Background: an optimization exercise with open tools, aiming at small area and few clock cycles. Do not read the settings as production practice. Function was checked by simulation only, so behaviour that the tests miss may differ from the original.

`flow/run.sh`:
```
#!/bin/bash
# synth_recipe.tcl (not shown) runs the flow's synth.tcl, then flattens the netlist and writes it again
# the make line also repeats each setting of config.mk as NAME=value (left out here)
make -C /OpenROAD-flow-scripts/flow DESIGN_CONFIG=/design/flow/config.mk WORK_HOME=/design/flow/orfs CLKGATE_MAP_FILE= SYNTH_SCRIPT=/design/flow/synth_recipe.tcl finish
```
`flow/config.mk`:
```
export PLATFORM = sky130hd
export DESIGN_NAME = oscillator_bank_renderer
export DESIGN_NICKNAME = oscillator_bank_renderer
export VERILOG_FILES = /design/flow/design.v
export SDC_FILE = /design/flow/constraint.sdc
export NUM_CORES = 4
export LEC_CHECK = 0
export CAP_MARGIN = 40
export CORE_MARGIN = 2
export CORE_UTILIZATION = 40
export SLEW_MARGIN = 40
```
`flow/constraint.sdc`:
```
create_clock -name core_clock -period 20.0 [get_ports {clk}]
set_input_delay 4.0000 -clock core_clock [delete_from_list [all_inputs] [get_ports {clk}]]
set_output_delay 4.0000 -clock core_clock [all_outputs]
set_load 0.01 [all_outputs]
```
`flow/design.v`:
```
module oscillator_bank_renderer (
    input  wire        clk,
    input  wire        rst,
    input  wire        cmd_valid,
    output wire        cmd_ready,
    input  wire [31:0] cmd_word,
    output wire        rsp_valid,
    input  wire        rsp_ready,
    output wire [31:0] rsp_data,
    output wire        smp_valid,
    input  wire        smp_ready,
    output wire [7:0]  smp_data
);
    localparam [4:0]  AMP_MAX   = 5'd16;
    localparam [15:0] SLICE_LEN = 16'd4;
    localparam [3:0] OP_NOP = 4'h0, OP_WRL = 4'h1, OP_WRH = 4'h2, OP_RD = 4'h3,
                     OP_PLAY = 4'h4, OP_CENV = 4'h5, OP_RFORM = 4'h6,
                     OP_RFRIC = 4'h7, OP_RSIL = 4'h8, OP_RESET = 4'hF;
    localparam [1:0] SRC_SIL = 2'd0, SRC_ASP = 2'd1, SRC_FRIC = 2'd2, SRC_BUZZ = 2'd3;
    localparam [1:0] K_SIL = 2'd0, K_FORM = 2'd1, K_FRIC = 2'd2;
    localparam [1:0] S_IDLE = 2'd0, S_RESP = 2'd1, S_RUN = 2'd2;
    localparam [1:0] R_OFF = 2'd0, R_FIRST = 2'd1, R_EMIT = 2'd2;
    logic [6:0][15:0] osc_freq;
    logic [6:0][15:0] osc_phase;
    logic [6:0][1:0]  osc_tmb;     
    logic [6:0][4:0]  osc_amp;     
    logic [2:0][31:0] fosc_freq;
    logic [2:0][31:0] fosc_phase;
    logic [3:0][15:0] start_r;
    logic [3:0][15:0] end_r;
    logic [3:0][15:0] cur;
    logic             psync;
    logic [1:0]       timbre;
    logic             st_ill;
    logic             st_ovf;
    logic [3:0]       st_cause;
    logic [31:0]      badcmd;
    logic [1:0]       st;
    logic [7:0]       rsp_reg;     
    logic             rsp_zero;    
    logic [1:0]       rstate;      
    logic [1:0]       rkind;
    logic [17:0]      rcnt;        
    logic signed [7:0] out_r;
    logic             eng;         
    logic             pl_nr;       
    logic [1:0]       pl_src;
    logic [15:0]      pl_nm1;      
    logic [3:0]       g_upr;       
    logic [15:0]      pfin;        
    logic [3:0]       gl_cy;       
    logic             cy_ok;       
    logic             pl_sd;       
    logic [2:0]       sd_cnt;      
    logic [3:0][1:0]  sd_qx;       
    logic             g0_pend;     
    logic             u_j0;        
    logic [15:0]      pl_left;     
    logic             cur_ok;      
    logic [3:0]       gq_ok;       
    logic [3:0][15:0] gl_q;        
    logic [3:0][15:0] gl_r;        
    logic [3:0][15:0] gl_acc;      
    assign cmd_ready = (st == S_IDLE);
    assign rsp_valid = (st == S_RESP);
    assign smp_valid = (rstate == R_EMIT);
    assign smp_data  = out_r;
    wire [3:0]  op    = cmd_word[31:28];
    wire [7:0]  regn  = cmd_word[27:20];
    wire [15:0] imm   = cmd_word[15:0];
    wire [1:0]  c_src = cmd_word[17:16];
    function automatic f_sec(input [7:0] r);
        f_sec = (r >= 8'h10) && (r <= 8'h1B);
    endfunction
    function automatic f_osc(input [7:0] r);
        f_osc = (r >= 8'h20) && (r <= 8'h3B) && (r[1:0] != 2'd3);
    endfunction
    function automatic f_fosc(input [7:0] r);
        f_fosc = (r >= 8'h40) && (r <= 8'h45);
    endfunction
    wire is_start_end_cur = f_sec(regn);
    wire is_osc  = f_osc(regn);
    wire is_fosc = f_fosc(regn);
    wire reg_impl = (regn <= 8'h03) || is_start_end_cur || is_osc || is_fosc;
    wire [2:0] osc_j  = regn[4:2];
    wire [1:0] fosc_k = regn[2:1];
    reg mbz_fail;
    always @(*) begin
        case (op)
            OP_NOP, OP_RESET:        mbz_fail = (cmd_word[27:0] != 28'd0);
            OP_WRL, OP_WRH:          mbz_fail = (cmd_word[19:16] != 4'd0);
            OP_RD:                   mbz_fail = (cmd_word[19:0] != 20'd0);
            OP_PLAY:                 mbz_fail = (cmd_word[27:18] != 10'd0);
            OP_CENV:                 mbz_fail = (cmd_word[27:18] != 10'd0) || (cmd_word[15:0] != 16'd0);
            OP_RFORM, OP_RFRIC, OP_RSIL: mbz_fail = (cmd_word[27:16] != 12'd0);
            default:                 mbz_fail = 1'b0;
        endcase
    end
    wire op_reserved = (op >= 4'h9) && (op <= 4'hE);
    wire op_regacc   = (op == OP_WRL) || (op == OP_WRH) || (op == OP_RD);
    wire acc_fail    = ((op == OP_WRL) && ((regn == 8'h02) || (regn == 8'h03))) ||
                       ((op == OP_WRH) && !is_fosc);
    wire val_fail    = (op == OP_WRL) &&
                       (((regn == 8'h00) && (imm[15:3] != 13'd0)) ||
                        ((regn == 8'h01) && (imm[15:2] != 14'd0)) ||
                        (is_osc && (regn[1:0] == 2'd2) &&
                         ((imm[15:8] != 8'd0) || (imm[5:0] > 6'd16))));
    reg [3:0] cause;
    always @(*) begin
        if (op_reserved)                cause = 4'd1;
        else if (mbz_fail)              cause = 4'd2;
        else if (op_regacc && !reg_impl) cause = 4'd3;
        else if (acc_fail)              cause = 4'd4;
        else if (val_fail)              cause = 4'd5;
        else                            cause = 4'd0;
    end
    function automatic [16:0] radd(input [15:0] a, input [15:0] b, input ci);
        reg c;
        integer i;
        begin
            c = ci;
            for (i = 0; i < 16; i = i + 1) begin
                radd[i] = a[i] ^ b[i] ^ c;
                c = (a[i] & b[i]) | ((a[i] ^ b[i]) & c);
            end
            radd[16] = c;
        end
    endfunction
    wire accept = (st == S_IDLE) && cmd_valid;
    wire legal  = (cause == 4'd0);
    wire [2:0] rs_j = rsp_reg[4:2];
    wire [1:0] rs_k = rsp_reg[2:1];
    reg [31:0] rd_val;
    always @(*) begin
        rd_val = 32'd0;
        if (!rsp_zero) begin
            case (rsp_reg)
            8'h00: rd_val = {29'd0, timbre, psync};
            8'h01: rd_val = {24'd0, st_cause, 2'b00, st_ovf, st_ill};
            8'h02: rd_val = {16'd0, SLICE_LEN};
            8'h03: rd_val = badcmd;
            8'h10: rd_val = {16'd0, start_r[0]};
            8'h14: rd_val = {16'd0, end_r[0]};
            8'h18: rd_val = {16'd0, cur[0]};
            8'h11: rd_val = {16'd0, start_r[1]};
            8'h15: rd_val = {16'd0, end_r[1]};
            8'h19: rd_val = {16'd0, cur[1]};
            8'h12: rd_val = {16'd0, start_r[2]};
            8'h16: rd_val = {16'd0, end_r[2]};
            8'h1A: rd_val = {16'd0, cur[2]};
            8'h13: rd_val = {16'd0, start_r[3]};
            8'h17: rd_val = {16'd0, end_r[3]};
            8'h1B: rd_val = {16'd0, cur[3]};
            8'h20: rd_val = {16'd0, osc_freq[0]};
            8'h21: rd_val = {16'd0, osc_phase[0]};
            8'h22: rd_val = {24'd0, osc_tmb[0], 1'b0, osc_amp[0]};
            8'h24: rd_val = {16'd0, osc_freq[1]};
            8'h25: rd_val = {16'd0, osc_phase[1]};
            8'h26: rd_val = {24'd0, osc_tmb[1], 1'b0, osc_amp[1]};
            8'h28: rd_val = {16'd0, osc_freq[2]};
            8'h29: rd_val = {16'd0, osc_phase[2]};
            8'h2A: rd_val = {24'd0, osc_tmb[2], 1'b0, osc_amp[2]};
            8'h2C: rd_val = {16'd0, osc_freq[3]};
            8'h2D: rd_val = {16'd0, osc_phase[3]};
            8'h2E: rd_val = {24'd0, osc_tmb[3], 1'b0, osc_amp[3]};
            8'h30: rd_val = {16'd0, osc_freq[4]};
            8'h31: rd_val = {16'd0, osc_phase[4]};
            8'h32: rd_val = {24'd0, osc_tmb[4], 1'b0, osc_amp[4]};
            8'h34: rd_val = {16'd0, osc_freq[5]};
            8'h35: rd_val = {16'd0, osc_phase[5]};
            8'h36: rd_val = {24'd0, osc_tmb[5], 1'b0, osc_amp[5]};
            8'h38: rd_val = {16'd0, osc_freq[6]};
            8'h39: rd_val = {16'd0, osc_phase[6]};
            8'h3A: rd_val = {24'd0, osc_tmb[6], 1'b0, osc_amp[6]};
            8'h40: rd_val = fosc_freq[0];
            8'h41: rd_val = fosc_phase[0];
            8'h42: rd_val = fosc_freq[1];
            8'h43: rd_val = fosc_phase[1];
            8'h44: rd_val = fosc_freq[2];
            8'h45: rd_val = fosc_phase[2];
            default: rd_val = 32'd0;
            endcase
        end
    end
    assign rsp_data = rd_val;
    logic [6:0][15:0] ph_next;
    logic [6:0][4:0]  l_mag;      
    logic [6:0]       l_neg;
    logic [2:0][31:0] fph_next;
    logic [2:0][4:0]  n_mag;      
    logic [2:0]       n_neg;
    logic [2:0][4:0]  f_mag;      
    logic [2:0]       f_neg;
    genvar g;
    generate
        for (g = 0; g < 7; g = g + 1) begin : g_osc
            wire [4:0] mg;
            wire       ng;
            assign ph_next[g] = osc_phase[g] + osc_freq[g];
            obr_buzz_rom u_buzz (
                .timbre (osc_tmb[g]),
                .amp    (osc_amp[g]),
                .idx    (ph_next[g][15:11]),
                .neg    (ng),
                .mag    (mg)
            );
            wire z = (osc_freq[g] == 16'd0);
            assign l_mag[g] = z ? 5'd0 : mg;
            assign l_neg[g] = ng & ~z;
        end
        for (g = 0; g < 3; g = g + 1) begin : g_fosc
            wire [4:0] mg;
            wire       ng;
            assign fph_next[g] = fosc_phase[g] + fosc_freq[g];
            obr_noise_rom u_noise (
                .idx    (fph_next[g][31:26]),
                .neg    (ng),
                .mag    (mg)
            );
            wire z = (fosc_freq[g] == 32'd0);
            assign n_mag[g] = mg;
            assign n_neg[g] = ng;
            assign f_mag[g] = z ? 5'd0 : mg;
            assign f_neg[g] = ng & ~z;
        end
    endgenerate
    function automatic [15:0] sx(input s, input [4:0] m);    
        sx = {16{s}} ^ {11'd0, m};
    endfunction
    wire [16:0] fs_a = radd(sx(l_neg[1], l_mag[1]), sx(l_neg[2], l_mag[2]), l_neg[1]);
    wire [16:0] fs_b = radd(sx(l_neg[3], l_mag[3]), sx(l_neg[4], l_mag[4]), l_neg[3]);
    wire [16:0] fs_c = radd(sx(l_neg[5], l_mag[5]), sx(l_neg[6], l_mag[6]), l_neg[5]);
    wire [16:0] fs_d = radd(fs_a[15:0], fs_b[15:0], l_neg[2]);
    wire [16:0] fs_e = radd(fs_c[15:0], sx(l_neg[0], l_mag[0]), l_neg[4]);
    wire [16:0] fs_f = radd(fs_d[15:0], fs_e[15:0], l_neg[6]);
    wire [16:0] fs_g = radd(fs_f[15:0], 16'd0, l_neg[0]);
    wire [8:0]  form_sum = fs_g[8:0];
    wire        form_ovf = form_sum[8] ^ form_sum[7];
    wire [4:0]  am_b = l_mag[0];
    wire [4:0]  am_m = n_mag[0];
    wire [16:0] am_1 = radd({11'd0, am_b & {5{am_m[0]}}}, {10'd0, am_b & {5{am_m[1]}}, 1'b0}, 1'b0);
    wire [16:0] am_2 = radd({9'd0, am_b & {5{am_m[2]}}, 2'd0}, {8'd0, am_b & {5{am_m[3]}}, 3'd0}, 1'b0);
    wire [16:0] am_3 = radd(am_1[15:0], am_2[15:0], 1'b0);
    wire [16:0] am_p = radd(am_3[15:0], {7'd0, am_b & {5{am_m[4]}}, 4'd0}, 1'b0);    
    wire        am_n = l_neg[0] ^ n_neg[0];
    wire [2:0]  am_fl = am_p[9:7];
    wire [16:0] am_ce = radd({13'd0, am_p[9:7]}, 16'd0, |am_p[6:0]);         
    wire [16:0] am_ng = radd(~am_ce[15:0], 16'd0, 1'b1);
    wire [15:0] am_mix = am_n ? am_ng[15:0] : {13'd0, am_fl};
    wire [16:0] fr_a = radd(sx(f_neg[0], f_mag[0]), sx(f_neg[1], f_mag[1]), f_neg[0]);
    wire [16:0] fr_b = radd(sx(f_neg[2], f_mag[2]), am_mix, f_neg[1]);
    wire [16:0] fr_c = radd(fr_a[15:0], fr_b[15:0], f_neg[2]);
    wire [7:0]  fric_sum = fr_c[7:0];
    logic [3:0][15:0] seg_s, seg_e, g_dist, cur_init, cur_next, acc_next;
    logic [3:0]       g_up, cy_now;
    wire  [15:0]      imm_m1 = radd(imm, 16'hFFFF, 1'b0);
    always @(*) begin
        for (int c = 0; c < 4; c++) begin
            logic [16:0] mid, d_es, d_se, asum, adiff, cn;
            logic        cy;
            seg_s[c]    = (start_r[c] == 16'd0) ? end_r[c] : start_r[c];
            seg_e[c]    = (end_r[c] == 16'd0) ? start_r[c] : end_r[c];
            d_es        = radd(seg_e[c], ~seg_s[c], 1'b1);
            d_se        = radd(seg_s[c], ~seg_e[c], 1'b1);
            g_up[c]     = d_es[16];
            g_dist[c]   = g_up[c] ? d_es[15:0] : d_se[15:0];
            mid         = radd(seg_s[c], seg_e[c], 1'b0);
            cur_init[c] = (imm == 16'd1) ? mid[16:1] : seg_s[c];
            asum        = radd(gl_acc[c], gl_r[c], 1'b0);
            adiff       = radd(asum[15:0], ~pl_nm1, 1'b1);
            cy          = asum[16] | adiff[16];
            cy_now[c]   = cy;
            acc_next[c] = cy ? adiff[15:0] : asum[15:0];
            cn          = radd(cur[c], gl_q[c] ^ {16{~g_upr[c]}}, gl_cy[c] ^ ~g_upr[c]);
            cur_next[c] = cn[15:0];
        end
    end
    logic [3:0]       u_ld, u_env, u_busy, u_last, u_mute, u_job;   
    logic [3:0][15:0] u_x, u_dld, u_d, u_q, u_r, u_nq, u_nr, u_hp;
    logic [3:0][3:0]  u_ahi;
    generate
        for (g = 1; g < 4; g = g + 1) begin : g_div
            localparam [4:0] WK = (g == 1) ? 5'd16 : (g == 2) ? 5'd12 : 5'd9;
            obr_divu #(.W(WK)) u_div (
                .clk    (clk),
                .rst    (rst),
                .ld     (u_ld[g]),
                .ld_env (u_env[g]),
                .x      (u_x[g]),
                .d_ld   (u_dld[g]),
                .d      (u_d[g]),
                .p      (pfin),
                .qr     (u_q[g]),
                .rem    (u_r[g]),
                .hp     (u_hp[g]),
                .ahi    (u_ahi[g]),
                .mute   (u_mute[g]),
                .busy   (u_busy[g]),
                .last_q (u_last[g]),
                .nq     (u_nq[g]),
                .nrem   (u_nr[g])
            );
            assign u_d[g] = u_job[g] ? pl_nm1 : cur[0];
        end
    endgenerate
    assign u_busy[0] = 1'b0;
    assign u_last[0] = 1'b0;
    assign u_q[0]    = 16'd0;
    assign u_r[0]    = 16'd0;
    assign u_nq[0]   = 16'd0;
    assign u_nr[0]   = 16'd0;
    assign u_hp[0]   = 16'd0;
    assign u_ahi[0]  = 4'd0;
    assign u_mute[0] = 1'b0;
    assign u_d[0]    = 16'd0;
    function automatic [4:0] sdstep(input [3:0] r, input b, input [3:0] dv);   
        reg [4:0] sh;
        reg [5:0] df;
        begin
            sh = {r, b};
            df = {1'b0, sh} - {2'b00, dv};
            sdstep = df[5] ? {1'b0, sh[3:0]} : {1'b1, df[3:0]};
        end
    endfunction
    logic [3:0][15:0] sd_q;
    logic [3:0][3:0]  sd_r;
    logic [3:0][1:0]  sd_qxn;
    always @(*) begin
        for (int c = 0; c < 4; c++) begin
            logic [4:0]  a [0:6];
            logic [17:0] qq;
            logic [5:0]  qb;
            qq   = {sd_qx[c], gl_q[c]};        
            a[0] = {1'b0, gl_r[c][3:0]};
            for (int i = 0; i < 6; i++) begin
                a[i+1] = sdstep(a[i][3:0], qq[17-i], pl_nm1[3:0]);
                qb[5-i] = a[i+1][4];
            end
            {sd_qxn[c], sd_q[c]} = {qq[11:0], qb};
            sd_r[c] = a[6][3:0];
        end
    end
    wire pl_buzz   = (pl_src == SRC_BUZZ);
    wire env_ready = !pl_buzz || (!(|u_busy[3:1]) && !(|u_job[3:1]));
    wire rend_last = (rstate == R_EMIT) && (rcnt == 18'd1) && smp_ready;
    wire rend_keep = (rstate == R_EMIT) && ((rcnt == 18'd2 && smp_ready) || (rcnt == 18'd1 && !smp_ready));
    wire rend_free = (rstate == R_OFF) || rend_last || rend_keep;
    wire w_go      = (st == S_RUN) && eng && (pl_left != 16'd0) && cur_ok && env_ready &&
                     (pl_nr || rend_free);
    wire more      = (pl_left != 16'd1);
    wire g_at_w    = w_go && more && (&gq_ok) && cy_ok;
    wire g_late    = (st == S_RUN) && eng && (pl_left != 16'd0) && !cur_ok && (&gq_ok) && cy_ok &&
                     !(pl_buzz && (|u_busy[3:1]));
    wire g_go      = g_at_w || g_late;
    wire adv       = (rstate == R_FIRST) || ((rstate == R_EMIT) && smp_ready && (rcnt != 18'd1));
    wire a_play    = accept && legal && (op == OP_PLAY) && (imm != 16'd0) && (c_src != SRC_SIL);
    wire a_cenv    = accept && legal && (op == OP_CENV) && (c_src == SRC_BUZZ);
    wire a_sd      = (imm_m1[15:4] == 12'd0);
    wire g0_ld     = (st == S_RUN) && g0_pend && gq_ok[1] && u_job[1] && !u_busy[1] && !u_j0;
    always @(*) begin
        for (int c = 0; c < 4; c++) begin
            u_ld[c]  = 1'b0;
            u_env[c] = 1'b0;
            u_x[c]   = g_dist[c];
            u_dld[c] = cur[0];
            if (a_play) begin
                if (c != 0 && c_src == SRC_BUZZ) begin
                    u_ld[c]  = 1'b1;
                    u_env[c] = 1'b1;
                    u_x[c]   = cur_init[c];
                    u_dld[c] = cur_init[0];
                end else begin
                    u_ld[c]  = (c != 0) && (imm != 16'd1) && !a_sd;
                end
            end else if (c != 0 && a_cenv) begin
                u_ld[c]  = 1'b1;
                u_env[c] = 1'b1;
                u_x[c]   = cur[c];
            end else if (c != 0 && pl_buzz && g_go) begin
                u_ld[c]  = 1'b1;
                u_env[c] = 1'b1;
                u_x[c]   = cur_next[c];
                u_dld[c] = cur_next[0];
            end else if (c != 0 && pl_buzz && w_go && more && !gq_ok[c] && !pl_sd) begin
                u_ld[c]  = 1'b1;
            end else if (c == 1 && g0_ld) begin
                u_ld[c]  = 1'b1;
                u_x[c]   = g_dist[0];
            end
        end
    end
    logic [3:1][15:0] k_flo, k_fhi, k_plo, k_phi;
    logic [3:1][4:0]  k_alo, k_ahi;
    always @(*) begin
        for (int k = 1; k < 4; k++) begin
            logic [4:0]  wk;
            logic [16:0] t1, t2, t3;
            wk       = (k == 1) ? 5'd16 : (k == 2) ? 5'd12 : 5'd9;
            t1       = radd(cur[k], ~u_r[k], 1'b1);
            t2       = radd(t1[15:0], cur[0], 1'b0);
            t3       = radd(u_hp[k], pfin, 1'b0);
            k_flo[k] = t1[15:0];
            k_fhi[k] = t2[15:0];
            k_plo[k] = u_hp[k];
            k_phi[k] = t3[15:0];
            k_ahi[k] = u_mute[k] ? 5'd0 : {1'b0, u_ahi[k]};
            k_alo[k] = u_mute[k] ? 5'd0 : (wk - {1'b0, u_ahi[k]});
        end
    end
    wire [16:0] pfin_nx  = radd(pfin, {cur[0][13:0], 2'b00}, 1'b0);
    wire [16:0] left_dec = radd(pl_left, 16'hFFFF, 1'b0);
    wire [16:0] rc_lo    = radd(rcnt[15:0], 16'hFFFF, 1'b0);
    wire [16:0] rc_hi    = radd({14'd0, rcnt[17:16]}, 16'hFFFF, rc_lo[16]);
    wire [17:0] rcnt_dec = {rc_hi[1:0], rc_lo[15:0]};
    always @(posedge clk) begin
        gl_cy <= (&gq_ok) ? cy_now : 4'd0;
        cy_ok <= !g_go;
        for (int c = 1; c < 4; c++) begin
            if (u_ld[c]) u_job[c] <= !u_env[c];
            if (u_job[c] && u_last[c] && !u_ld[c]) begin
                if (c == 1 && u_j0) begin
                    gl_q[0]  <= u_nq[1];
                    gl_r[0]  <= u_nr[1];
                    gq_ok[0] <= 1'b1;
                end else begin
                    gl_q[c]  <= u_nq[c];
                    gl_r[c]  <= u_nr[c];
                    gq_ok[c] <= 1'b1;
                end
            end
        end
        if (u_ld[1]) u_j0 <= g0_ld;
        if (g0_ld) g0_pend <= 1'b0;
        if (sd_cnt != 3'd0) begin
            sd_cnt <= sd_cnt - 3'd1;
            for (int c = 0; c < 4; c++) begin
                gl_q[c] <= sd_q[c];
                gl_r[c] <= {12'd0, sd_r[c]};
            end
            sd_qx <= sd_qxn;
            if (sd_cnt == 3'd1) gq_ok <= 4'hF;
        end
        if (rst || (accept && op == OP_RESET && legal)) begin
            osc_freq   <= '0;
            osc_phase  <= '0;
            osc_tmb    <= '0;
            osc_amp    <= '0;
            fosc_freq  <= '0;
            fosc_phase <= '0;
            start_r    <= '0;
            end_r      <= '0;
            cur        <= '0;
            psync      <= 1'b1;
            timbre     <= 2'd0;
            st_ill     <= 1'b0;
            st_ovf     <= 1'b0;
            st_cause   <= 4'd0;
            badcmd     <= 32'd0;
            st         <= S_IDLE;
            rstate     <= R_OFF;
            eng        <= 1'b0;
            sd_cnt     <= 3'd0;
            g0_pend    <= 1'b0;
        end else begin
            if (accept) begin
                if (!legal) begin
                    if (!st_ill) begin
                        st_ill   <= 1'b1;
                        st_cause <= cause;
                        badcmd   <= cmd_word;
                    end
                    if (op == OP_RD) begin
                        rsp_zero <= 1'b1;
                        st       <= S_RESP;
                    end
                end else begin
                    case (op)
                    OP_WRL: begin
                        if (regn == 8'h00) begin
                            psync  <= imm[0];
                            timbre <= imm[2:1];
                        end else if (regn == 8'h01) begin
                            if (imm[0]) begin
                                st_ill   <= 1'b0;
                                st_cause <= 4'd0;
                                badcmd   <= 32'd0;
                            end
                            if (imm[1]) st_ovf <= 1'b0;
                        end else if (is_start_end_cur) begin
                            case (regn[3:2])
                                2'd0:    start_r[regn[1:0]] <= imm;
                                2'd1:    end_r[regn[1:0]]   <= imm;
                                default: cur[regn[1:0]]     <= imm;
                            endcase
                        end else if (is_osc) begin
                            case (regn[1:0])
                                2'd0:    osc_freq[osc_j]  <= imm;
                                2'd1:    osc_phase[osc_j] <= imm;
                                default: begin
                                    osc_tmb[osc_j] <= imm[7:6];
                                    osc_amp[osc_j] <= imm[4:0];
                                end
                            endcase
                        end else if (is_fosc) begin
                            if (regn[0]) fosc_phase[fosc_k][15:0] <= imm;
                            else         fosc_freq[fosc_k][15:0]  <= imm;
                        end
                    end
                    OP_WRH: begin
                        if (regn[0]) fosc_phase[fosc_k][31:16] <= imm;
                        else         fosc_freq[fosc_k][31:16]  <= imm;
                    end
                    OP_RD: begin
                        rsp_zero <= 1'b0;
                        st       <= S_RESP;
                    end
                    OP_CENV: begin
                        if (c_src != SRC_SIL) begin
                            st      <= S_RUN;
                            eng     <= 1'b1;
                            pl_nr   <= 1'b1;
                            pl_src  <= c_src;
                            pl_left <= 16'd1;
                            cur_ok  <= 1'b1;
                            pfin    <= osc_phase[0];
                        end
                    end
                    OP_RFORM, OP_RFRIC, OP_RSIL: begin
                        if (imm != 16'd0) begin
                            st    <= S_RUN;
                            eng   <= 1'b0;
                            rcnt  <= {2'd0, imm};
                            if (op == OP_RSIL) begin
                                rkind  <= K_SIL;
                                out_r  <= 8'sd0;
                                rstate <= R_EMIT;
                            end else begin
                                rkind  <= (op == OP_RFORM) ? K_FORM : K_FRIC;
                                rstate <= R_FIRST;
                            end
                        end
                    end
                    OP_PLAY: begin
                        if (imm != 16'd0) begin
                            st <= S_RUN;
                            if (c_src == SRC_SIL) begin
                                eng    <= 1'b0;
                                rkind  <= K_SIL;
                                rcnt   <= {imm, 2'b00};
                                out_r  <= 8'sd0;
                                rstate <= R_EMIT;
                            end else begin
                                eng     <= 1'b1;
                                pl_nr   <= 1'b0;
                                pl_src  <= c_src;
                                pl_nm1  <= imm_m1;
                                g_upr   <= g_up;
                                pfin    <= osc_phase[0];
                                pl_left <= imm;
                                cur_ok  <= 1'b1;
                                gq_ok   <= 4'd0;
                                pl_sd   <= a_sd;
                                g0_pend <= !a_sd && (imm != 16'd1);
                                if (a_sd && imm != 16'd1) begin
                                    sd_cnt <= 3'd3;
                                    gl_q   <= g_dist;
                                    sd_qx  <= '0;
                                    gl_r   <= '0;
                                end
                                cur     <= cur_init;
                                gl_acc  <= '0;
                            end
                        end
                    end
                    default: ;    
                    endcase
                end
            end
            if (st == S_RESP && rsp_ready) st <= S_IDLE;
            if (adv) begin
                case (rkind)
                K_FORM: begin
                    osc_phase <= ph_next;
                    out_r     <= form_sum[7:0];
                    if (form_ovf) st_ovf <= 1'b1;
                end
                K_FRIC: begin
                    osc_phase[0] <= ph_next[0];
                    fosc_phase   <= fph_next;
                    out_r        <= fric_sum;
                end
                default: out_r <= 8'sd0;
                endcase
            end
            if (rstate == R_FIRST) rstate <= R_EMIT;
            if (rstate == R_EMIT && smp_ready) rcnt <= rcnt_dec[17:0];
            if (rend_last && !w_go) begin
                rstate <= R_OFF;
                if (!eng || pl_left == 16'd0) st <= S_IDLE;
            end
            if (g_go) begin
                for (int c = 0; c < 4; c++)
                    if (!(c == 0 && pl_src == SRC_ASP)) cur[c] <= cur_next[c];
                gl_acc <= acc_next;
                cur_ok <= 1'b1;
            end
            if (w_go) begin
                pl_left <= left_dec[15:0];
                pfin    <= pfin_nx[15:0];
                if (more && !g_at_w) cur_ok <= 1'b0;
                if (pl_src == SRC_ASP) begin
                    cur[0]      <= 16'd0;
                    osc_freq[0] <= 16'd0;
                    osc_tmb[0]  <= timbre;
                    osc_amp[0]  <= 5'd0;
                end else begin
                    osc_freq[0] <= cur[0];
                    osc_tmb[0]  <= timbre;
                    osc_amp[0]  <= (cur[0] != 16'd0) ? AMP_MAX : 5'd0;
                end
                if (pl_buzz) begin
                    for (int k = 1; k < 4; k++) begin
                        osc_freq[2*k-1] <= k_flo[k];
                        osc_freq[2*k]   <= k_fhi[k];
                        osc_tmb[2*k-1]  <= timbre;
                        osc_tmb[2*k]    <= timbre;
                        osc_amp[2*k-1]  <= k_alo[k];
                        osc_amp[2*k]    <= k_ahi[k];
                        if (psync) begin
                            osc_phase[2*k-1] <= k_plo[k];
                            osc_phase[2*k]   <= k_phi[k];
                        end
                    end
                end else begin
                    for (int k = 0; k < 3; k++)
                        fosc_freq[k] <= {4'd0, cur[k + 1], 12'd0};
                end
                if (pl_nr) begin
                    st <= S_IDLE;
                end else begin
                    if (rend_keep) begin
                        rstate <= R_EMIT;
                        rcnt   <= {2'd0, SLICE_LEN} + 18'd1;
                    end else begin
                        rstate <= R_FIRST;
                        rcnt   <= {2'd0, SLICE_LEN};
                    end
                    rkind  <= pl_buzz ? K_FORM : K_FRIC;
                end
            end
        end
    end
    always @(posedge clk) begin
        if (accept) rsp_reg <= regn;
    end
endmodule
module obr_divu #(
    parameter [4:0] W = 5'd16
) (
    input  wire        clk,
    input  wire        rst,
    input  wire        ld,         
    input  wire        ld_env,     
    input  wire [15:0] x,
    input  wire [15:0] d_ld,       
    input  wire [15:0] d,          
    input  wire [15:0] p,          
    output reg  [15:0] qr,         
    output reg  [15:0] rem,        
    output reg  [15:0] hp,         
    output reg  [3:0]  ahi,
    output reg         mute,
    output wire        busy,
    output wire        last_q,     
    output wire [15:0] nq,         
    output wire [15:0] nrem
);
    reg [2:0] cnt;    
    reg       ah;     
    reg       hv;     
    assign busy   = (cnt != 3'd0) || ah;
    assign last_q = (cnt == 3'd1);
    function automatic [16:0] dstep(input [15:0] r, input b, input [15:0] dv);
        reg [16:0] sh;
        reg [17:0] df;
        begin
            sh = {r, b};
            df = {1'b0, sh} - {2'b00, dv};
            dstep = df[17] ? {1'b0, sh[15:0]} : {1'b1, df[15:0]};
        end
    endfunction
    function automatic [16:0] radd(input [15:0] a, input [15:0] b, input ci);
        reg c;
        integer i;
        begin
            c = ci;
            for (i = 0; i < 16; i = i + 1) begin
                radd[i] = a[i] ^ b[i] ^ c;
                c = (a[i] & b[i]) | ((a[i] ^ b[i]) & c);
            end
            radd[16] = c;
        end
    endfunction
    wire [19:0] wr   = W * rem;
    wire        do_a = (cnt == 3'd0);
    wire [15:0] s_r0 = do_a ? wr[19:4] : rem;
    wire [3:0]  s_b  = do_a ? wr[3:0]  : qr[15:12];
    wire [16:0] s1 = dstep(s_r0,      s_b[3], d);
    wire [16:0] s2 = dstep(s1[15:0],  s_b[2], d);
    wire [16:0] s3 = dstep(s2[15:0],  s_b[1], d);
    wire [16:0] s4 = dstep(s3[15:0],  s_b[0], d);
    wire [3:0]  s_q = {s1[16], s2[16], s3[16], s4[16]};
    assign nq   = {qr[11:0], s_q};
    assign nrem = s4[15:0];
    wire [16:0] h1 = radd({hp[11:0], 4'd0}, qr[0] ? p : 16'd0, 1'b0);
    wire [16:0] h2 = radd(h1[15:0], qr[1] ? {p[14:0], 1'b0} : 16'd0, 1'b0);
    wire [16:0] h3 = radd(h2[15:0], qr[2] ? {p[13:0], 2'd0} : 16'd0, 1'b0);
    wire [16:0] h4 = radd(h3[15:0], qr[3] ? {p[12:0], 3'd0} : 16'd0, 1'b0);
    wire c1 = ({4'd0, x[15:4]}   >= d_ld);
    wire c2 = ({8'd0, x[15:8]}   >= d_ld);
    wire c3 = ({12'd0, x[15:12]} >= d_ld);
    always @(posedge clk) begin
        if (rst) begin
            cnt <= 3'd0;
            ah  <= 1'b0;
            hv  <= 1'b0;
        end else if (ld) begin
            hp <= 16'd0;
            hv <= 1'b0;
            if (ld_env && (d_ld == 16'd0 || x == 16'd0)) begin
                rem  <= x;
                qr   <= 16'd0;
                cnt  <= 3'd0;
                ah   <= 1'b0;
                ahi  <= 4'd0;
                mute <= 1'b1;
            end else begin
                mute <= 1'b0;
                ah   <= ld_env;
                if (c3 || !ld_env) begin
                    rem <= 16'd0;             qr <= x;                cnt <= 3'd4;
                end else if (c2) begin
                    rem <= {12'd0, x[15:12]}; qr <= {x[11:0], 4'd0};  cnt <= 3'd3;
                end else if (c1) begin
                    rem <= {8'd0, x[15:8]};   qr <= {x[7:0], 8'd0};   cnt <= 3'd2;
                end else begin
                    rem <= {4'd0, x[15:4]};   qr <= {x[3:0], 12'd0};  cnt <= 3'd1;
                end
            end
        end else begin
            if (hv) hp <= h4[15:0];
            if (cnt != 3'd0) begin
                rem <= s4[15:0];
                qr  <= {qr[11:0], s_q};
                cnt <= cnt - 3'd1;
                hv  <= 1'b1;
            end else begin
                hv <= 1'b0;
                if (ah) begin
                    ahi <= s_q;
                    ah  <= 1'b0;
                end
            end
        end
    end
endmodule
module obr_divg (
    input  wire        clk,
    input  wire        rst,
    input  wire        ld,
    input  wire [15:0] x,
    input  wire [15:0] d,          
    output reg  [15:0] qr,
    output reg  [15:0] rem,
    output wire        busy,
    output wire        last_q,
    output wire [15:0] nq,
    output wire [15:0] nrem
);
    reg [3:0] cnt;
    assign busy   = (cnt != 4'd0);
    assign last_q = (cnt == 4'd1);
    function automatic [16:0] rstep(input [15:0] r, input b, input [15:0] dv);
        reg [16:0] sh;
        reg [16:0] nd;
        reg [16:0] df;
        reg        c;
        integer i;
        begin
            sh = {r, b};
            nd = ~{1'b0, dv};
            c  = 1'b1;
            for (i = 0; i < 17; i = i + 1) begin
                df[i] = sh[i] ^ nd[i] ^ c;
                c = (sh[i] & nd[i]) | ((sh[i] ^ nd[i]) & c);
            end
            rstep = c ? {1'b1, df[15:0]} : {1'b0, sh[15:0]};
        end
    endfunction
    wire [16:0] s1 = rstep(rem,      qr[15], d);
    wire [16:0] s2 = rstep(s1[15:0], qr[14], d);
    assign nq   = {qr[13:0], s1[16], s2[16]};
    assign nrem = s2[15:0];
    always @(posedge clk) begin
        if (rst) begin
            cnt <= 4'd0;
        end else if (ld) begin
            rem <= 16'd0;
            qr  <= x;
            cnt <= 4'd8;
        end else if (cnt != 4'd0) begin
            rem <= nrem;
            qr  <= nq;
            cnt <= cnt - 4'd1;
        end
    end
endmodule
module obr_buzz_rom (
    input  wire [1:0] timbre,
    input  wire [4:0] amp,       
    input  wire [4:0] idx,
    output wire       neg,       
    output wire [4:0] mag        
);
    function automatic [9:0] radd9(input [8:0] x, input [8:0] y);
        reg c;
        integer i;
        begin
            c = 1'b0;
            for (i = 0; i < 9; i = i + 1) begin
                radd9[i] = x[i] ^ y[i] ^ c;
                c = (x[i] & y[i]) | ((x[i] ^ y[i]) & c);
            end
            radd9[9] = c;
        end
    endfunction
    reg [3:0] m;
    reg       s;
    always @(*) begin
        case (idx)
            5'd0: begin m = 4'd0; s = 1'b0; end
            5'd1: begin m = 4'd1; s = 1'b0; end
            5'd2: begin m = 4'd2; s = 1'b0; end
            5'd3: begin m = 4'd3; s = 1'b0; end
            5'd4: begin m = 4'd4; s = 1'b0; end
            5'd5: begin m = 4'd5; s = 1'b0; end
            5'd6: begin m = 4'd6; s = 1'b0; end
            5'd7: begin m = 4'd7; s = 1'b0; end
            5'd8: begin m = 4'd8; s = 1'b0; end
            5'd9: begin m = 4'd7; s = 1'b0; end
            5'd10: begin m = 4'd6; s = 1'b0; end
            5'd11: begin m = 4'd5; s = 1'b0; end
            5'd12: begin m = 4'd4; s = 1'b0; end
            5'd13: begin m = 4'd3; s = 1'b0; end
            5'd14: begin m = 4'd2; s = 1'b0; end
            5'd15: begin m = 4'd1; s = 1'b0; end
            5'd16: begin m = 4'd0; s = 1'b0; end
            5'd17: begin m = 4'd1; s = 1'b1; end
            5'd18: begin m = 4'd2; s = 1'b1; end
            5'd19: begin m = 4'd3; s = 1'b1; end
            5'd20: begin m = 4'd4; s = 1'b1; end
            5'd21: begin m = 4'd5; s = 1'b1; end
            5'd22: begin m = 4'd6; s = 1'b1; end
            5'd23: begin m = 4'd7; s = 1'b1; end
            5'd24: begin m = 4'd8; s = 1'b1; end
            5'd25: begin m = 4'd7; s = 1'b1; end
            5'd26: begin m = 4'd6; s = 1'b1; end
            5'd27: begin m = 4'd5; s = 1'b1; end
            5'd28: begin m = 4'd4; s = 1'b1; end
            5'd29: begin m = 4'd3; s = 1'b1; end
            5'd30: begin m = 4'd2; s = 1'b1; end
            5'd31: begin m = 4'd1; s = 1'b1; end
        endcase
    end
    wire [3:0] a4 = amp[3:0];
    wire [9:0] r1 = radd9({5'd0, a4 & {4{m[0]}}}, {4'd0, a4 & {4{m[1]}}, 1'b0});
    wire [9:0] r2 = radd9(r1[8:0], {3'd0, a4 & {4{m[2]}}, 2'd0});
    wire [7:0] ma = amp[4] ? {m, 4'd0} : m[3] ? {1'b0, a4, 3'd0} : r2[7:0];
    wire [9:0] p3 = radd9({1'b0, ma}, {ma, 1'b0});    
    wire [4:0] p  = p3[8:4];
    assign mag = p >> timbre;
    assign neg = s;
endmodule
module obr_noise_rom (
    input  wire [5:0] idx,
    output reg        neg,
    output reg  [4:0] mag
);
    always @(*) begin
        case (idx)
            6'd0: begin neg = 1'b0; mag = 5'd6; end
            6'd1: begin neg = 1'b1; mag = 5'd5; end
            6'd2: begin neg = 1'b0; mag = 5'd8; end
            6'd3: begin neg = 1'b0; mag = 5'd17; end
            6'd4: begin neg = 1'b0; mag = 5'd3; end
            6'd5: begin neg = 1'b1; mag = 5'd6; end
            6'd6: begin neg = 1'b1; mag = 5'd2; end
            6'd7: begin neg = 1'b0; mag = 5'd14; end
            6'd8: begin neg = 1'b1; mag = 5'd9; end
            6'd9: begin neg = 1'b0; mag = 5'd0; end
            6'd10: begin neg = 1'b1; mag = 5'd8; end
            6'd11: begin neg = 1'b0; mag = 5'd6; end
            6'd12: begin neg = 1'b0; mag = 5'd12; end
            6'd13: begin neg = 1'b0; mag = 5'd15; end
            6'd14: begin neg = 1'b1; mag = 5'd15; end
            6'd15: begin neg = 1'b1; mag = 5'd3; end
            6'd16: begin neg = 1'b0; mag = 5'd20; end
            6'd17: begin neg = 1'b0; mag = 5'd3; end
            6'd18: begin neg = 1'b1; mag = 5'd2; end
            6'd19: begin neg = 1'b1; mag = 5'd11; end
            6'd20: begin neg = 1'b0; mag = 5'd16; end
            6'd21: begin neg = 1'b0; mag = 5'd10; end
            6'd22: begin neg = 1'b0; mag = 5'd0; end
            6'd23: begin neg = 1'b1; mag = 5'd8; end
            6'd24: begin neg = 1'b1; mag = 5'd13; end
            6'd25: begin neg = 1'b0; mag = 5'd18; end
            6'd26: begin neg = 1'b0; mag = 5'd16; end
            6'd27: begin neg = 1'b1; mag = 5'd19; end
            6'd28: begin neg = 1'b1; mag = 5'd14; end
            6'd29: begin neg = 1'b1; mag = 5'd13; end
            6'd30: begin neg = 1'b0; mag = 5'd1; end
            6'd31: begin neg = 1'b1; mag = 5'd11; end
            6'd32: begin neg = 1'b0; mag = 5'd11; end
            6'd33: begin neg = 1'b1; mag = 5'd6; end
            6'd34: begin neg = 1'b1; mag = 5'd11; end
            6'd35: begin neg = 1'b0; mag = 5'd15; end
            6'd36: begin neg = 1'b0; mag = 5'd15; end
            6'd37: begin neg = 1'b0; mag = 5'd2; end
            6'd38: begin neg = 1'b1; mag = 5'd4; end
            6'd39: begin neg = 1'b0; mag = 5'd17; end
            6'd40: begin neg = 1'b0; mag = 5'd0; end
            6'd41: begin neg = 1'b0; mag = 5'd3; end
            6'd42: begin neg = 1'b1; mag = 5'd3; end
            6'd43: begin neg = 1'b0; mag = 5'd0; end
            6'd44: begin neg = 1'b0; mag = 5'd4; end
            6'd45: begin neg = 1'b0; mag = 5'd8; end
            6'd46: begin neg = 1'b1; mag = 5'd14; end
            6'd47: begin neg = 1'b0; mag = 5'd1; end
            6'd48: begin neg = 1'b1; mag = 5'd3; end
            6'd49: begin neg = 1'b0; mag = 5'd10; end
            6'd50: begin neg = 1'b0; mag = 5'd7; end
            6'd51: begin neg = 1'b1; mag = 5'd5; end
            6'd52: begin neg = 1'b0; mag = 5'd16; end
            6'd53: begin neg = 1'b0; mag = 5'd0; end
            6'd54: begin neg = 1'b1; mag = 5'd13; end
            6'd55: begin neg = 1'b1; mag = 5'd1; end
            6'd56: begin neg = 1'b1; mag = 5'd20; end
            6'd57: begin neg = 1'b1; mag = 5'd7; end
            6'd58: begin neg = 1'b1; mag = 5'd17; end
            6'd59: begin neg = 1'b0; mag = 5'd8; end
            6'd60: begin neg = 1'b1; mag = 5'd2; end
            6'd61: begin neg = 1'b1; mag = 5'd11; end
            6'd62: begin neg = 1'b1; mag = 5'd7; end
            default: begin neg = 1'b1; mag = 5'd17; end
        endcase
    end
endmodule
```
==> flow_summary.toml, run 1 <==
[status]
status = "finished clean"

[critical_path]
cp.arrival_ps = 17830
worstReg2RegStart = "osc_freq[0]"
crit_required_ps = 20620
crit_path_frequent_cell = "fa_1"
reg2reg_to = "out_r[7]"
rrSetupSlack_ps = 2790
path_max_fanout = 8
slowest_stage = "fa_1"
crit_path_start_kind = "flip-flop"
endpoint_kind = "flip-flop"
crit_type = "flip-flop to flip-flop"
slowest_delay_ps = 540
r2r_cells = 62

[route]
wl_um = 594600
first_pass_iters = 13
drt_iter0_markers = 17039
drc = 0
wire_per_inst_um = 33.33
vias = 116395
ant_nets = 0
avgViaCountPerCell = 6.524

[clock_network]
cts.clk_slew.worst_paths_ps = 70
post_cts_resized = 0
cts_root_buffer = "clkbuf_16"
clkLatencyLatePin_ps = 900
hold_buffers = 0
postCtsSetupBuffers = 0
cts_buffers = 162
clockBufferDepth = 4
cts.htree.levels = 4
tritoncts = "yes"
clock_sinks = 1187

[timing]
relSlewSlack = 0.3437
max_freq_mhz = 58.10
finalMaxSlewViolations = 0
hold_viol_final = 0
fin_crit_sh = 0.8605
finalCriticalPeriod_ps = 17210
worstMarginPinSlew_ps = 984.5
rsz0062_at_grt = "no"
finalSetupViolations = 0
tns_ps = 0
skew_ps = 88.88

[placement]
finalWeightedCongestion = 1.090
dp_hpwl_um = 455900
dpl-instance-area_mm2 = 0.1242
port_buffers = 79

[floorplanning]
die_w_um = 546.8
die_h_um = 546.8
ioPinCount = 80
core_mm2 = 0.2936
placementRows = 199
start_util = 0.4015
dieArea_mm2 = 0.2990

[yosys]
yosysUniqueCellTypes = 116
synth_warnings = 10
synth_ff_type = "dfxtp_1"
synth_top_cell_by_area = "dfxtp_1"
synth_async_sr_flop_share = 0
synth_top_area_frac = 0.1471
ys_seq_elements = 1187
synthesis.area_mm2 = 0.1179
netlist_instances = 13960
ys_top_cells_by_area = "dfxtp_1 (15%), fa_1 (14%), ha_1 (8.8%), edfxtp_1 (8.2%), a21oi_1 (4.2%)"
yosysSeqAreaShare = 0.2289
synth_area_per_cell_um2 = 8.443
synth_nets = 15637
synth_edf_count = 321

[worst_hold_path]
hp-class = "flip-flop to flip-flop"
holdPathEnd = "badcmd[11]"
min_path_cells = 2
hp-start = "badcmd[11]"

[global_route]
grt_pass1_vias = 108131
antenna_found_initial = 46
grt_max_degree = 180
grt_pass1_wl_um = 829100
grt-ovfl-total = 0
track_usage = 0.3846

[layout]
final_area_mm2 = 0.1298
layout-drive-gt1-share = 0.08103
nets = 15457
largestRegisters = "osc_freq (112), osc_phase (112)"
area_delta_synth_final_pct = 10.12

[job]
cap_violations = 0
[stage by stage]
step / utilization / std cells / hold WS [ps] / setup slack (ps)
final: 0.4421 / 17841 / 452.5 / 2789
after global routing: 0.4420 / 17822 / 475.0 / 1805
after CTS: 0.4412 / 17805 / 453.0 / 2823
after detailed placement: 0.4232 / 17525 / 445.1 / 2854
after global placement: 0.4214 / 17507 / 439.3 / 2692
after floorplan: - / 13960 / 431.5 / 3996
[cell usage after synthesis (all sizes together) (60+ instances only)]
cell type / instances
nor2: 1249
a22o: 91
a21oi: 1001
and2: 206
edfxtp: 321
a31oi: 62
a21o: 255
o211ai: 208
nand4: 89
dfxtp: 866
inv: 1137
nor4: 155
xnor2: 365
o22ai: 81
fa: 815
mux2i: 363
a221oi: 402
clkbuf: 747
ha: 825
o21a: 60
xor2: 195
and3: 79
buf: 114
mux2: 152
a211oi: 473
nor3: 282
nand2: 1165
a22oi: 302
nand2b: 109
nor2b: 126
o21ai: 573
nand3: 374
[layout make-up]
| class | instances | area [um^2] |
|---|---|---|
| repair buffers | 517 | 4177 |
| multi-input cells | 10770 | 84080 |
| clock buffers | 217 | 4542 |
| inverters | 1142 | 4294 |
| diodes | 26 | 65.06 |
| flip-flops and latches | 1187 | 26980 |
| clock inverters | 63 | 754.5 |
| well taps | 3919 | 4903 |
| fillers | 29131 | 163800 |
[per-layer routing]
layer | wire, um | vias up | GRT usage | part of all wire
met3 | 79030 | 2001 | 0.1443 | 0.13
met4 | 54020 | 36 | 0.2779 | 0.091
met2 | 235600 | 7704 | 0.5382 | 0.40
met5 | 337 | - | 0.003324 | 0.00057
li1 | - | 50088 | - | -
met1 | 225700 | 56566 | 0.4814 | 0.38
[cell families (layout without fill, tap and decap cells)]
group | after synthesis | after routing | synth area share
and+or+nand+nor | 4027 | 4027 | 0.1590
AOI/OAI and AO/OA | 4026 | 4026 | 0.2339
buffers and inverters | 2003 | 1939 | 0.06481
adders and majority gates | 1640 | 1640 | 0.2260
DFF | 1187 | 1187 | 0.2289
xor gates and xnor gates | 560 | 560 | 0.04168
muxes | 517 | 517 | 0.04573
other | 0 | 26 | 0
[worst max-delay path: cells and delay by family (launching register included)]
family,cells,cell delay (ps)
flops,1,440
xor+xnor,4,850
simple gates,6,840
compound gates,10,2070
buf+inv,9,560
mux,3,450
fa+ha+maj,30,11740
[how the worst max path moves through the flow]
stage / from / end / cells after the start
floorplan: osc_freq[3] / out_r[7] / 61
global placement: osc_freq[0] / out_r[7] / 62
detailed placement: osc_freq[0] / out_r[7] / 62
CTS: osc_freq[0] / out_r[7] / 62
global route: osc_freq[0] / out_r[7] / 62
finish: osc_freq[0] / out_r[7] / 62
[cell usage in the layout, fill, tap and decap left out, types with 207 or more instances in the layout]
master	n
o21ai_0	542
a211oi_1	465
mux2i_1	359
xnor2_1	361
edfxtp_1	321
a21oi_1	990
a22oi_1	300
buf_4	405
ha_1	825
a221oi_1	398
fa_1	813
nor2_1	1195
nand3_1	361
dfxtp_1	865
a21o_1	255
nor3_1	257
o211ai_1	207
inv_1	1127
nand2_1	1154
Testbench counts, summed over its fixed seeds: cycles 12,151.
==> run 2, diff against run 1 <==
--- a/flow/config.mk
+++ b/flow/config.mk
@@ -9,3 +9,5 @@
 export CORE_MARGIN = 2
 export CORE_UTILIZATION = 40
+export CTS_CLUSTER_DIAMETER = 80
+export CTS_CLUSTER_SIZE = 25
 export SLEW_MARGIN = 40
==> run 2 against run 1 <==
Compared with the run above: still clean; sequential share of layout area up 0.22 points; sequential cell count unchanged; register-to-register slack worse by 60 ps; fmax down 0.37%; routed wire length down 0.30%; critical path depth unchanged.
==> flow_summary.toml, run 2 <==
[clock_network]
clockBufferDepth = 3
tritoncts = "yes"
postCtsSetupBuffers = 0
cts.clk_slew.worst_paths_ps = 100
cts_buffers = 108
clock_sinks = 1187
clkLatencyLatePin_ps = 870
post_cts_resized = 0
cts_root_buffer = "clkbuf_16"
hold_buffers = 0
cts.htree.levels = 3

[route]
vias = 116106
drt_iter0_markers = 17415
wl_um = 592900
first_pass_iters = 10
drc = 0
wire_per_inst_um = 33.37
ant_nets = 0
avgViaCountPerCell = 6.535

[critical_path]
crit_type = "flip-flop to flip-flop"
crit_path_start_kind = "flip-flop"
reg2reg_to = "out_r[7]"
slowest_stage = "fa_1"
slowest_delay_ps = 540
path_max_fanout = 8
crit_path_frequent_cell = "fa_1"
cp.arrival_ps = 17850
worstReg2RegStart = "osc_freq[0]"
r2r_cells = 62
rrSetupSlack_ps = 2730
endpoint_kind = "flip-flop"
crit_required_ps = 20570

[yosys]
synth_edf_count = 321
ys_top_cells_by_area = "dfxtp_1 (15%), fa_1 (14%), ha_1 (8.8%), edfxtp_1 (8.2%), a21oi_1 (4.2%)"
synth_area_per_cell_um2 = 8.443
synth_top_cell_by_area = "dfxtp_1"
synth_ff_type = "dfxtp_1"
synth_warnings = 10
synth_async_sr_flop_share = 0
synth_commonest_cells = "nor2_1 (1242), nand2_1 (1164), inv_1 (1133)"
yosysSeqAreaShare = 0.2289
yosysUniqueCellTypes = 116
synth_nets = 15637
synth_top_area_frac = 0.1471
synth_most_common_cell = "nor2_1"
synthesis.area_mm2 = 0.1179
ys_seq_elements = 1187
netlist_instances = 13960

[layout]
fill_cells = 29221
final_common_cell = "nor2_1"
mostFrequentLayoutCells = "nor2_1 (1195), nand2_1 (1154), inv_1 (1128), a21oi_1 (988), dfxtp_1 (865)"
final_area_mm2 = 0.1285
layout-drive-gt1-share = 0.07830
nets = 15401
area_delta_synth_final_pct = 8.984
largestRegisters = "osc_freq (112), osc_phase (112)"

[timing]
skew_ps = 93.40
fin_crit_sh = 0.8637
finalSetupViolations = 0
max_freq_mhz = 57.89
relSlewSlack = 0.3047
worstMarginPinSlew_ps = 1032
rsz0062_at_grt = "no"
tns_ps = 0
hold_viol_final = 0
finalMaxSlewViolations = 0
finalCriticalPeriod_ps = 17270

[job]
cap_violations = 0

[global_route]
antenna_found_initial = 45
grt_max_degree = 180
grt_pass1_vias = 107273
track_usage = 0.3830
grt-ovfl-total = 0
grt_pass1_wl_um = 825300

[status]
status = "finished clean"

[worst_hold_path]
min_path_cells = 2
holdPathEnd = "badcmd[11]"
hp-class = "flip-flop to flip-flop"
hp-start = "badcmd[11]"

[floorplanning]
start_util = 0.4015
die_h_um = 546.8
ioPinCount = 80
dieArea_mm2 = 0.2990
die_w_um = 546.8
core_mm2 = 0.2936
placementRows = 199

[placement]
dp_hpwl_um = 455900
finalWeightedCongestion = 1.090
dpl-instance-area_mm2 = 0.1242
port_buffers = 79
run 2: through the flow:
step / cells / hold WS, ps / setup slack (ps) / util
after floorplan: 13960 / 431.5 / 3996 / -
after global placement: 17507 / 439.3 / 2692 / 0.4214
after detailed placement: 17525 / 445.1 / 2854 / 0.4232
after CTS: 17730 / 457.8 / 2786 / 0.4367
after global routing: 17743 / 476.7 / 1783 / 0.4374
final: 17767 / 457.7 / 2726 / 0.4376
run 2: worst max-delay path by stage:
stage / from / to / slack [ps] / cells past startpoint
3_5_place_dp: osc_freq[0] / out_r[7] / 2850 / 62
2_1_floorplan: osc_freq[3] / out_r[7] / 4000 / 61
3_3_place_gp: osc_freq[0] / out_r[7] / 2690 / 62
4_1_cts: osc_freq[0] / out_r[7] / 2790 / 62
6_report: osc_freq[0] / out_r[7] / 2730 / 62
5_1_grt: osc_freq[0] / out_r[7] / 1780 / 62
run 2: final cells by class:
cell class / instances / area [um^2] / area share
multi-input combinational: 10770 / 84090 / 0.6546
sequential: 1187 / 26980 / 0.2100
tap: 3919 / 4903 / 0.03817
inverter: 1142 / 4294 / 0.03343
timing repair buffer: 515 / 4149 / 0.03230
clock buffer: 120 / 2883 / 0.02244
clock inverter: 85 / 1085 / 0.008445
antenna: 29 / 72.57 / 0.0005649
run 2: logic make-up after synthesis:
kind of cell	Yosys count	share of synthesized area
AND/OR/NAND/NOR	4027	0.1590
adder cells (fa/ha/maj)	1640	0.2260
XOR/XNOR	560	0.04168
multiplexers	517	0.04573
buffers and inverters	2003	0.06481
flip-flops	1187	0.2289
AO/OA/AOI/OAI	4026	0.2339
run 2: critical path, delay by kind of cell (launching register included):
family | cells | cell delay [ps]
simple gates | 6 | 830
flops | 1 | 460
compound gates | 10 | 2090
buf+inv | 9 | 560
xor+xnor | 4 | 850
fa+ha+maj | 30 | 11750
mux | 3 | 450
run 2: metal layers:
metal  routed length [um]  vias to the layer above  GRT usage  share of wire
met4                51640                       36     0.2674          0.087
met5                  393                        -   0.003007        0.00066
met3                77660                     1906     0.1422           0.13
met1               226600                    56607     0.4803           0.38
met2               236600                     7548     0.5402           0.40
li1                     -                    50009          -              -
==> run 3, diff against run 2 <==
--- a/flow/config.mk
+++ b/flow/config.mk
@@ -11,3 +11,4 @@
 export CTS_CLUSTER_DIAMETER = 80
 export CTS_CLUSTER_SIZE = 25
+export PLACE_DENSITY = 0.75
 export SLEW_MARGIN = 40
==> run 3 against run 2 <==
Compared with the run above: fmax down 1.1%; die area unchanged; critical path depth unchanged; setup slack worse by 190 ps; routed wire length down 0.90%; still clean; synthesized cell count unchanged; final area about the same; core utilization about the same; cell count about the same; largest cell class unchanged; register-to-register slack worse by 190 ps; sequential cell count unchanged.
==> flow_summary.toml, run 3 <==
[placement]
finalWeightedCongestion = 1.111
port_buffers = 79
dpl-instance-area_mm2 = 0.1242
dp_hpwl_um = 454000

[timing]
skew_ps = 107.6
max_freq_mhz = 57.25
rsz0062_at_grt = "no"
finalCriticalPeriod_ps = 17470
hold_viol_final = 0
finalMaxSlewViolations = 0
tns_ps = 0
fin_crit_sh = 0.8734
worstMarginPinSlew_ps = 1064
finalSetupViolations = 0
relSlewSlack = 0.2844

[critical_path]
endpoint_kind = "flip-flop"
rrSetupSlack_ps = 2530
reg2reg_to = "out_r[7]"
slowest_stage = "fa_1"
cp.arrival_ps = 18040
slowest_delay_ps = 540
crit_required_ps = 20570
path_max_fanout = 8
crit_start = "osc_freq[0]"
crit_path_start_kind = "flip-flop"
worstReg2RegStart = "osc_freq[0]"
crit_type = "flip-flop to flip-flop"
r2r_cells = 62
crit_path_frequent_cell = "fa_1"
critPathCapture = "out_r[7]"

[layout]
final_area_mm2 = 0.1285
final_common_cell = "nor2_1"
largestRegisters = "osc_freq (112), osc_phase (112)"
mostFrequentLayoutCells = "nor2_1 (1192), nand2_1 (1153), inv_1 (1127), a21oi_1 (989), dfxtp_1 (865)"
area_delta_synth_final_pct = 9.035
layout-drive-gt1-share = 0.07858
nets = 15404

[global_route]
antenna_found_initial = 56
grt_pass1_wl_um = 820000
grt_pass1_vias = 108608
grt-ovfl-total = 0
track_usage = 0.3791
grt_max_degree = 96

[clock_network]
cts.htree.levels = 3
cts_root_buffer = "clkbuf_16"
clockBufferDepth = 3
clock_sinks = 1187
postCtsSetupBuffers = 0
hold_buffers = 0
cts.clk_slew.worst_paths_ps = 80
clkLatencyLatePin_ps = 900
tritoncts = "yes"
cts_buffers = 108
post_cts_resized = 0

[route]
first_pass_iters = 10
avgViaCountPerCell = 6.631
vias = 117827
drc = 0
drt_iter0_markers = 18751
wire_per_inst_um = 33.07
ant_nets = 0
wl_um = 587500

[floorplanning]
dieArea_mm2 = 0.2990
ioPinCount = 80
core_mm2 = 0.2936
placementRows = 199
die_h_um = 546.8
die_w_um = 546.8
start_util = 0.4015

[yosys]
netlist_instances = 13960
yosysUniqueCellTypes = 116
ys_top_cells_by_area = "dfxtp_1 (15%), fa_1 (14%), ha_1 (8.8%), edfxtp_1 (8.2%), a21oi_1 (4.2%)"
yosysSeqAreaShare = 0.2289
synth_top_cell_by_area = "dfxtp_1"
synthesis.area_mm2 = 0.1179
synth_nets = 15637
synth_ff_type = "dfxtp_1"
synth_area_per_cell_um2 = 8.443
synth_top_area_frac = 0.1471
ys_seq_elements = 1187
synth_edf_count = 321
synth_warnings = 10
synth_async_sr_flop_share = 0
synth_commonest_cells = "nor2_1 (1242), nand2_1 (1164), inv_1 (1133)"
synth_most_common_cell = "nor2_1"

[worst_hold_path]
hp-start = "badcmd[24]"
hp-class = "flip-flop to flip-flop"

[status]
status = "finished clean"

[job]
cap_violations = 0
run 3: cell counts after synthesis:
Identical to the previous run, type by type.
run 3: per-stage QoR:
stage	worst slack (ps)	util	hold WS [ps]	instances
CTS	2625	0.4367	458.0	17729
global placement	2449	0.4213	438.6	17508
global route	1454	0.4376	475.1	17742
finish	2531	0.4378	461.4	17768
detailed placement	2666	0.4232	446.3	17525
floorplan	3996	-	431.5	13960
run 3: cell type report:
class	instances	area (um^2)
multi-input combinational	10770	84090
fill	28811	165000
sequential	1187	26980
clock inverter	92	1235
tap	3919	4903
clock buffer	112	2749
inverter	1142	4289
timing repair buffer	518	4197
antenna	28	70.07
run 3: cells by family (layout without fill, tap and decap cells):
kind of cell | after synthesis | after routing | share of synthesized area
muxes | 517 | 517 | 0.04573
buffers and inverters | 2003 | 1864 | 0.06481
adders and majority gates | 1640 | 1640 | 0.2260
DFF | 1187 | 1187 | 0.2289
AOI/OAI and AO/OA | 4026 | 4026 | 0.2339
and+or+nand+nor | 4027 | 4027 | 0.1590
xor gates and xnor gates | 560 | 560 | 0.04168
other | 0 | 28 | 0
run 3: worst min-delay path by stage:
stage                            end  cells past startpoint
after global placement    badcmd[21]                      2
after floorplan           badcmd[25]                      2
after detailed placement   badcmd[6]                      2
after CTS                 badcmd[26]                      2
final                     badcmd[24]                      2
after global routing      badcmd[24]                      2
run 3: critical path, delay by kind of cell, from the launching register on:
| kind | cells | cell delay, ps |
|---|---|---|
| adders and majority gates | 30 | 11740 |
| muxes | 3 | 460 |
| buffers and inverters | 9 | 580 |
| and+or+nand+nor | 6 | 860 |
| xor gates and xnor gates | 4 | 860 |
| DFF | 1 | 440 |
| AOI/OAI and AO/OA | 10 | 2280 |
run 3: routing by layer:
metal	track usage	vias to the layer above	wire length [um]
met4	0.2802	38	56270
met2	0.5252	8605	229100
met3	0.1443	2201	82860
met1	0.4750	57018	218800
met5	0.006964	-	548
li1	-	49965	-
==> run 4, diff against run 3 <==
--- a/flow/config.mk
+++ b/flow/config.mk
@@ -6,9 +6,9 @@
 export NUM_CORES = 4
 export LEC_CHECK = 0
-export CAP_MARGIN = 40
+export CAP_MARGIN = 30
 export CORE_MARGIN = 2
 export CORE_UTILIZATION = 40
 export CTS_CLUSTER_DIAMETER = 80
 export CTS_CLUSTER_SIZE = 25
-export PLACE_DENSITY = 0.75
-export SLEW_MARGIN = 40
+export PLACE_DENSITY = 0.7
+export SLEW_MARGIN = 30
==> run 4 against run 3 <==
Compared with the run above: clock-buffer cell count is 5 higher; non-clock buffer count is 26 lower; sequential share of layout area is 0.056 points higher; routed wire length hardly changed; sequential cell count stayed put; via count is 0.27% lower; first-iteration DRC count is 7.1% higher; core utilization is 0.12 points lower; fmax is 0.34% higher.
==> flow_summary.toml, run 4 <==
[status]
status = "finished clean"

[critical_path]
reg2reg_to = "out_r[7]"
cp.arrival_ps = 17970
slowest_delay_ps = 540
crit_type = "flip-flop to flip-flop"
endpoint_kind = "flip-flop"
crit_buf_inv = 9
rrSetupSlack_ps = 2590
crit_required_ps = 20570
path_max_fanout = 8
slowest_stage = "fa_1"
crit_path_start_kind = "flip-flop"
r2r_cells = 62
path_delay_family = "adder cells"
crit_path_frequent_cell = "fa_1"
crit_start = "osc_freq[0]"
worstReg2RegStart = "osc_freq[0]"
critPathCapture = "out_r[7]"
cp_num_cells = 62

[yosys]
synth_async_sr_flop_share = 0
ys_seq_elements = 1187
synth_area_per_cell_um2 = 8.443
yosysSeqAreaShare = 0.2289
yosysUniqueCellTypes = 116
synth_ff_type = "dfxtp_1"
synthesis.area_mm2 = 0.1179
synth_edf_count = 321
synth_top_cell_by_area = "dfxtp_1"
ys_top_cells_by_area = "dfxtp_1 (15%), fa_1 (14%), ha_1 (8.8%), edfxtp_1 (8.2%), a21oi_1 (4.2%)"
synth_top_area_frac = 0.1471
synth_nets = 15637
netlist_instances = 13960
synth_warnings = 10
synth_commonest_cells = "nor2_1 (1242), nand2_1 (1164), inv_1 (1133)"
synth_most_common_cell = "nor2_1"

[global_route]
grt_use_met1 = 0.4837
grt_pass1_vias = 107602
globalRouteMet3Util = 0.1360
antenna_found_initial = 47
track_usage = 0.3787
grt_max_degree = 161
grt_most_used_layer = "met2"
grt-ovfl-total = 0
grt_pass1_wl_um = 820100
met2_usage = 0.5241

[clock_network]
clock_sinks = 1187
cts.htree.levels = 3
cts_buffers = 110
hold_buffers = 0
post_cts_resized = 0
cts_root_buffer = "clkbuf_16"
clkLatencyLatePin_ps = 870
cts.clk_slew.worst_paths_ps = 90
clockBufferDepth = 3
tritoncts = "yes"
postCtsSetupBuffers = 0

[floorplanning]
die_w_um = 546.8
dieArea_mm2 = 0.2990
start_util = 0.4015
core_mm2 = 0.2936
placementRows = 199
die_h_um = 546.8
ioPinCount = 80

[route]
drt_iter0_markers = 20088
ant_nets = 0
vias = 117509
drc = 0
wire_per_inst_um = 33.08
wl_um = 587100
first_pass_iters = 13
avgViaCountPerCell = 6.620

[timing]
tns_ps = 0
hold_viol_final = 0
worstMarginPinSlew_ps = 1222
finalSetupViolations = 0
fin_crit_sh = 0.8705
rsz0062_at_grt = "no"
relSlewSlack = 0.1850
finalMaxSlewViolations = 0
skew_ps = 113.5
max_freq_mhz = 57.44
finalCriticalPeriod_ps = 17410

[layout]
area_delta_synth_final_pct = 8.740
final_common_cell = "nor2_1"
layout-drive-gt1-share = 0.07500
largestRegisters = "osc_freq (112), osc_phase (112)"
mostFrequentLayoutCells = "nor2_1 (1202), nand2_1 (1155), inv_1 (1130), a21oi_1 (992), dfxtp_1 (866)"
finalNonFillerCells = 17750
nets = 15380

[placement]
dpl.cell_count = 17508
port_buffers = 79
finalWeightedCongestion = 1.121
dp_hpwl_um = 451000

[worst_hold_path]
hp-start = "sd_qx[3]"
hp-class = "flip-flop to flip-flop"
min_path_cells = 2

[job]
cap_violations = 0
[run 4: cell counts after synthesis]
Identical to the previous run, type by type.
[run 4: worst min path at each step]
stage                 endpoint
finish                sd_qx[3]
global route         badcmd[9]
CTS                  badcmd[9]
detailed placement   badcmd[9]
global placement     badcmd[5]
floorplan           badcmd[25]
[run 4: metrics by stage]
stage               utilization  cell area [um^2]  setup slack [ps]  hold slack, ps
finish                   0.4366            128200              2591           462.0
detailed placement       0.4219            123800              2577           444.7
global placement         0.4213            123700              2455           438.6
global route             0.4364            128100              1649           475.0
CTS                      0.4359            128000              2515           456.2
floorplan                     -            117900              3996           431.5
[run 4: area by class of cell]
class	count	area, um^2
Antenna cell	31	77.57
Fill cell	29022	165400
Multi-Input combinational cell	10770	83920
Clock buffer	117	2863
Inverter	1142	4289
Tap cell	3919	4903
Clock inverter	92	1270
Timing Repair Buffer	492	3872
Sequential cell	1187	26980
[run 4: worst min-delay path: cells and delay by family, from the launching register on]
| kind | cells | cell delay (ps) |
|---|---|---|
| compound gates | 1 | 50 |
| flops | 1 | 310 |
| simple gates | 1 | 50 |
[run 4: cells by family (layout without fill, tap and decap cells)]
logic type / Yosys count / after routing / synth area share
AOI/OAI and AO/OA: 4026 / 4026 / 0.2339
and+or+nand+nor: 4027 / 4027 / 0.1590
xor gates and xnor gates: 560 / 560 / 0.04168
DFF: 1187 / 1187 / 0.2289
muxes: 517 / 517 / 0.04573
buffers and inverters: 2003 / 1843 / 0.06481
adders and majority gates: 1640 / 1640 / 0.2260
other: 0 / 31 / 0
[run 4: per-layer routing]
layer	vias to the layer above	wire, um	part of all wire
met5	-	477	0.00081
met4	34	52670	0.090
met3	2061	81970	0.14
met2	8458	230400	0.39
met1	57006	221600	0.38
li1	49950	-	-

## re-timing with driven ports
The results above use ideal ports. As a check the final layouts listed here were re-extracted and re-timed, cells and wires unchanged. Step 1 sets driving cells, clkbuf_16 on the clock port and buf_2 on the other inputs (assumed; they add their load-dependent delay and slew). Step 2 moves the port delays by t, midway between the first and last clock arrival at a register: inputs arrive t later, outputs are due t later. That takes back most of the time a late clock gives input paths. a / b / c = no drivers / after step 1 / after step 2; a / b = the first two.
run	shift t [ns]	setup slack, ns	clock arrival spread, ns	worst register clock-pin slew, ns	cell pins on the clock port's net
run 1	0.956	2.789 / 2.789 / 2.789	0.091 / 0.091	0.07 / 0.07	1
run 2	0.913	2.726 / 2.726 / 2.726	0.095 / 0.095	0.11 / 0.11	1
run 3	0.942	2.531 / 2.531 / 2.531	0.110 / 0.110	0.11 / 0.11	1
run 4	0.933	2.591 / 2.591 / 2.591	0.113 / 0.113	0.11 / 0.11	1
After both steps every run listed still meets setup and hold.
